Source: an optimization exercise on an open RTL-to-GDS flow (aim: small area, a short achievable clock period and few clock cycles). Production flows keep margins and buffers that such runs may drop.
Where RTL was checked, it was by simulation tests only, not by an equivalence proof against the original.
Power and IR drop assume default switching activity.

==> inputs of lagoon <==
// sbtp_framer
module sbtp_framer (
    input  wire       clk,
    input  wire       rst,
    input  wire       tx_in_valid,
    output wire       tx_in_ready,
    input  wire [7:0] tx_in_data,
    input  wire       tx_in_last,
    input  wire       tx_in_empty,
    output wire       tx_out_valid,
    input  wire       tx_out_ready,
    input  wire       tx_out_err,
    output wire [7:0] tx_out_data,
    output wire       tx_done,
    output wire [1:0] tx_status,
    input  wire       rx_in_valid,
    output wire       rx_in_ready,
    input  wire [7:0] rx_in_data,
    input  wire       rx_in_err,
    output wire       rx_res_valid,
    output wire [1:0] rx_res_status,
    output wire [7:0] rx_res_len,
    output wire       rx_out_valid,
    input  wire       rx_out_ready,
    output wire [7:0] rx_out_data,
    output wire       rx_out_last
);
export LEC_CHECK = 0
export CAP_MARGIN = 20
export CORE_MARGIN = 2
export CORE_UTILIZATION = 40
export PLACE_DENSITY = 0.6
export SETUP_SLACK_MARGIN = 4.6
export SLEW_MARGIN = 20
create_clock -name core_clock -period 8.0 [get_ports {clk}]
run.sh (not shown) runs the stock make flow with config.mk's settings and CLKGATE_MAP_FILE= SYNTH_SCRIPT=/design/flow/synth_recipe.tcl, a recipe that flattens the netlist after the stock synthesis.
==> onyx (differences from lagoon) <==
--- a/flow/design.v
+++ b/flow/design.v
@@ -78,43 +78,38 @@
     wire [7:0] tap_data;
     sbtp_ring #(.PB(PB)) u_ring (.clk(clk), .we(wen), .wdata(hd), .wport(wdist[7:PB]),
                                  .tap(tap), .rdata(tap_data));
     wire [8:0] arc     = wr9 - rd9;
     reg        afree;
     wire       can_adv = (wdist[PB-1:0] == 0) && afree;
     reg  [7:0] q_len   [0:(1<<QB)-1];    
-    reg  [7:0] q_crc   [0:(1<<QB)-1];
     reg        q_ovf   [0:(1<<QB)-1];
     reg  [QB:0] q_wp, q_sp;          
     wire [QB:0] q_used  = q_wp - q_sp;
     reg         q_space;
     wire        s_avail = (q_sp != q_wp);
     reg  [7:0] elen;
-    reg  [7:0] crc;
     reg        in_frame;
     reg        drain;
     reg        e254, e255;           
     wire       h_ovf    = e255 || (e254 && hc);    
     wire [7:0] elen_inc = elen + (hc ? 8'd2 : 8'd1);
-    wire [7:0] crc_next;
-    sbtp_crc8_step u_crc (.crc_in(crc), .data(hd), .crc_out(crc_next));
     reg        w_we, w_pop, w_push, w_pov, w_rew;
-    reg  [7:0] w_plen, w_pcrc;
+    reg  [7:0] w_plen;
     always @(*) begin
         w_we = 1'b0; w_pop = 1'b0; w_push = 1'b0; w_pov = 1'b0; w_rew = 1'b0;
         w_plen = elen_inc;
-        w_pcrc = ~crc_next;
         if (hv) begin
             if (drain) begin
                 w_pop = 1'b1;
                 w_push = hl; w_pov = 1'b1;
             end else if (he) begin
                 if (q_space) begin
                     w_pop = 1'b1; w_push = 1'b1;
-                    w_plen = 8'd0; w_pcrc = 8'h00;
+                    w_plen = 8'd0;
                 end
             end else if (h_ovf) begin
                 w_pop = 1'b1; w_rew = 1'b1;
                 w_push = hl; w_pov = 1'b1;
             end else if (can_adv && (in_frame || q_space)) begin
                 w_we = 1'b1; w_pop = 1'b1;
                 w_push = hl;
@@ -131,15 +126,14 @@
             cur_start9 <= 9'd0;
             cdist <= 8'd0;
             elen <= 8'd0;
             e254 <= 1'b0;
             e255 <= 1'b0;
             afree <= 1'b1;
             q_space <= 1'b1;
-            crc <= 8'hFF;
             in_frame <= 1'b0;
             drain <= 1'b0;
             q_wp <= 0;
         end else begin
             wph <= wph + 8'd1;
             cdist <= cdist + 8'd1;
             afree <= (arc < 9'd255);
@@ -153,32 +147,30 @@
                 wdist <= wdist + 8'd1;
             end
             if (hv) begin
                 if (drain) begin
                     if (hl) drain <= 1'b0;
                 end else if (he) begin
                 end else if (h_ovf) begin
-                    in_frame <= 1'b0; elen <= 8'd0; crc <= 8'hFF;
+                    in_frame <= 1'b0; elen <= 8'd0;
                     e254 <= 1'b0; e255 <= 1'b0;
                     drain <= !hl;
                 end else if (w_we) begin
                     if (!in_frame) begin
                         cur_start9 <= wr9;
                         cdist <= wdist + 8'd1;
                     end
                     in_frame <= !hl;
                     elen <= hl ? 8'd0 : elen_inc;
                     e254 <= !hl && (elen_inc == 8'd254);
                     e255 <= !hl && (elen_inc == 8'd255);
-                    crc  <= hl ? 8'hFF : crc_next;
                 end
             end
             if (w_push) begin
                 q_len[q_wp[QB-1:0]]   <= w_plen;
-                q_crc[q_wp[QB-1:0]]   <= w_pcrc;
                 q_ovf[q_wp[QB-1:0]]   <= w_pov;
                 q_wp <= q_wp + 1'b1;
             end
         end
     end
     reg  [7:0] rstage;               
     reg  [FB:0] f_cnt;
@@ -222,14 +214,17 @@
     localparam [2:0] S_IDLE = 3'd0, S_LEN = 3'd1, S_DATA = 3'd2,
                      S_CRC = 3'd3, S_AA = 3'd4, S_FLUSH = 3'd5;
     reg  [2:0] sst;
     reg  [7:0] srem;
     reg        s1;                   
     reg        dpend;                
     reg        sesc;                 
+    reg  [7:0] scrc;                 
+    wire [7:0] scrc_next;
+    sbtp_crc8_step u_crc (.crc_in(scrc), .data(f_head), .crc_out(scrc_next));
     wire [QB-1:0] spi   = q_sp[QB-1:0];
     wire       out_fire = out_valid && out_ready;
     wire       o_free   = !out_valid || out_fire;
     wire       abort    = out_fire && out_err && !dpend;
     wire       s_byte   = f_ne && ((sst == S_FLUSH) ? (srem != 8'd0) :
                                    (sst == S_DATA) && !abort && o_free);
     reg        s_pop_q;              
@@ -251,25 +246,27 @@
             out_valid <= 1'b0;
             out_data <= 8'h00;
             sst <= S_IDLE;
             srem <= 8'd0;
             s1 <= 1'b0;
             dpend <= 1'b0;
             sesc <= 1'b0;
+            scrc <= 8'hFF;
             done <= 1'b0;
             status <= ST_OK;
             q_sp <= 0;
         end else begin
             done <= 1'b0;
             if (s_pop_q) q_sp <= q_sp + 1'b1;
             if (out_fire && dpend) begin
                 done <= 1'b1;
                 status <= out_err ? ST_TERR : ST_OK;
                 dpend <= 1'b0;
             end
+            if (s_byte && !sesc) scrc <= scrc_next;
             if (s_byte) begin
                 srem <= srem - 8'd1;
                 s1 <= (srem == 8'd2);
                 sesc <= f_ctrl && !sesc;
             end
             if (sst == S_FLUSH) begin
                 if (srem == 8'd0) begin
@@ -300,26 +297,27 @@
                         end
                     end
                     S_LEN: begin
                         out_valid <= 1'b1;
                         out_data <= q_len[spi];
                         srem <= q_len[spi];
                         s1 <= (q_len[spi] == 8'd1);
+                        scrc <= 8'hFF;
                         sst <= (q_len[spi] == 8'd0) ? S_CRC : S_DATA;
                     end
                     S_DATA: begin
                         if (f_ne) begin
                             out_valid <= 1'b1;
                             out_data <= sesc ? (f_head ^ 8'h42) : (f_ctrl ? 8'h5A : f_head);
                             if (s1) sst <= S_CRC;
                         end
                     end
                     S_CRC: begin
                         out_valid <= 1'b1;
-                        out_data <= q_crc[spi];
+                        out_data <= ~scrc;
                         sst <= S_AA;
                     end
                     S_AA: begin
                         out_valid <= 1'b1;
                         out_data <= 8'hAA;
                         dpend <= 1'b1;
                         sst <= S_IDLE;
CTS_CLUSTER_DIAMETER = 80   (was unset)
CTS_CLUSTER_SIZE = 30   (was unset)
SETUP_SLACK_MARGIN = 5.0   (was 4.6)
==> comparison table <==
Max VDD drop: lagoon 220 uV; onyx 201 uV
Post-Syn Nets: lagoon 7051; onyx 6867
Endpoint, Worst Hold: lagoon u_rx.u_ring.r[592]$_DFF_P_; onyx u_tx.u_ring.r[291]$_DFF_P_
Transition time at the pin with the least slew margin: lagoon 1.05 ns; onyx 1.10 ns
Global-route usage over all layers: lagoon 0.133; onyx 0.130
Total Nets Final: lagoon 7434; onyx 7089
Relative area change from synthesis to final layout: lagoon 18.0%; onyx 10.7%
Clk pin slew, worst setup/hold paths: lagoon 0.06 ns; onyx 0.11 ns
Status: lagoon finished clean; onyx finished clean
Detailed-placement wirelength estimate: lagoon 119 mm; onyx 115 mm
Post-placement cell count: lagoon 10800; onyx 10400
Count of state elements after synthesis: lagoon 4698; onyx 4634
Synthesized-area fraction occupied by adder cells: lagoon 0.00792; onyx 0.00829
Switching pwr: lagoon 10.0 mW; onyx 7.77 mW
Multi-input gates: lagoon 1991; onyx 1885
GR Layer Usage met1: lagoon 0.188; onyx 0.185
Testbench counts of lagoon, summed over its fixed seeds: cycles 17,389.
For onyx, only the layout was checked, not whether the RTL still works.

-- afterwards: timing with drivers on the ports --
How much do the figures lean on ideal ports? The routed layouts below were timed once more, with nothing changed but the port constraints.
Step 1 sets driving cells, clkbuf_16 on the clock port and buf_2 on the other inputs (assumed; they add their load-dependent delay and slew).
Step 2 moves the port delays by t, midway between the first and last clock arrival at a register: inputs arrive t later, outputs are due t later. That takes back most of the time a late clock gives input paths.
a / b / c = ideal ports / drivers / drivers and shift; a / b = the first two.
| run | shift t [ns] | setup slack, ns | worst setup path after step 2 | worst data-port slew with drivers (ns) |
|---|---|---|---|---|
| lagoon | 1.006 | 4.693 / 4.634 / 3.670 | input to register | 0.14 |
| onyx | 0.941 | 4.863 / 4.847 / 4.146 | input to register | 0.09 |
After both steps setup and hold are still met in every run listed. For lagoon, which loses most, drivers alone change the setup slack by -0.059 ns; drivers and shift together by -1.023 ns.
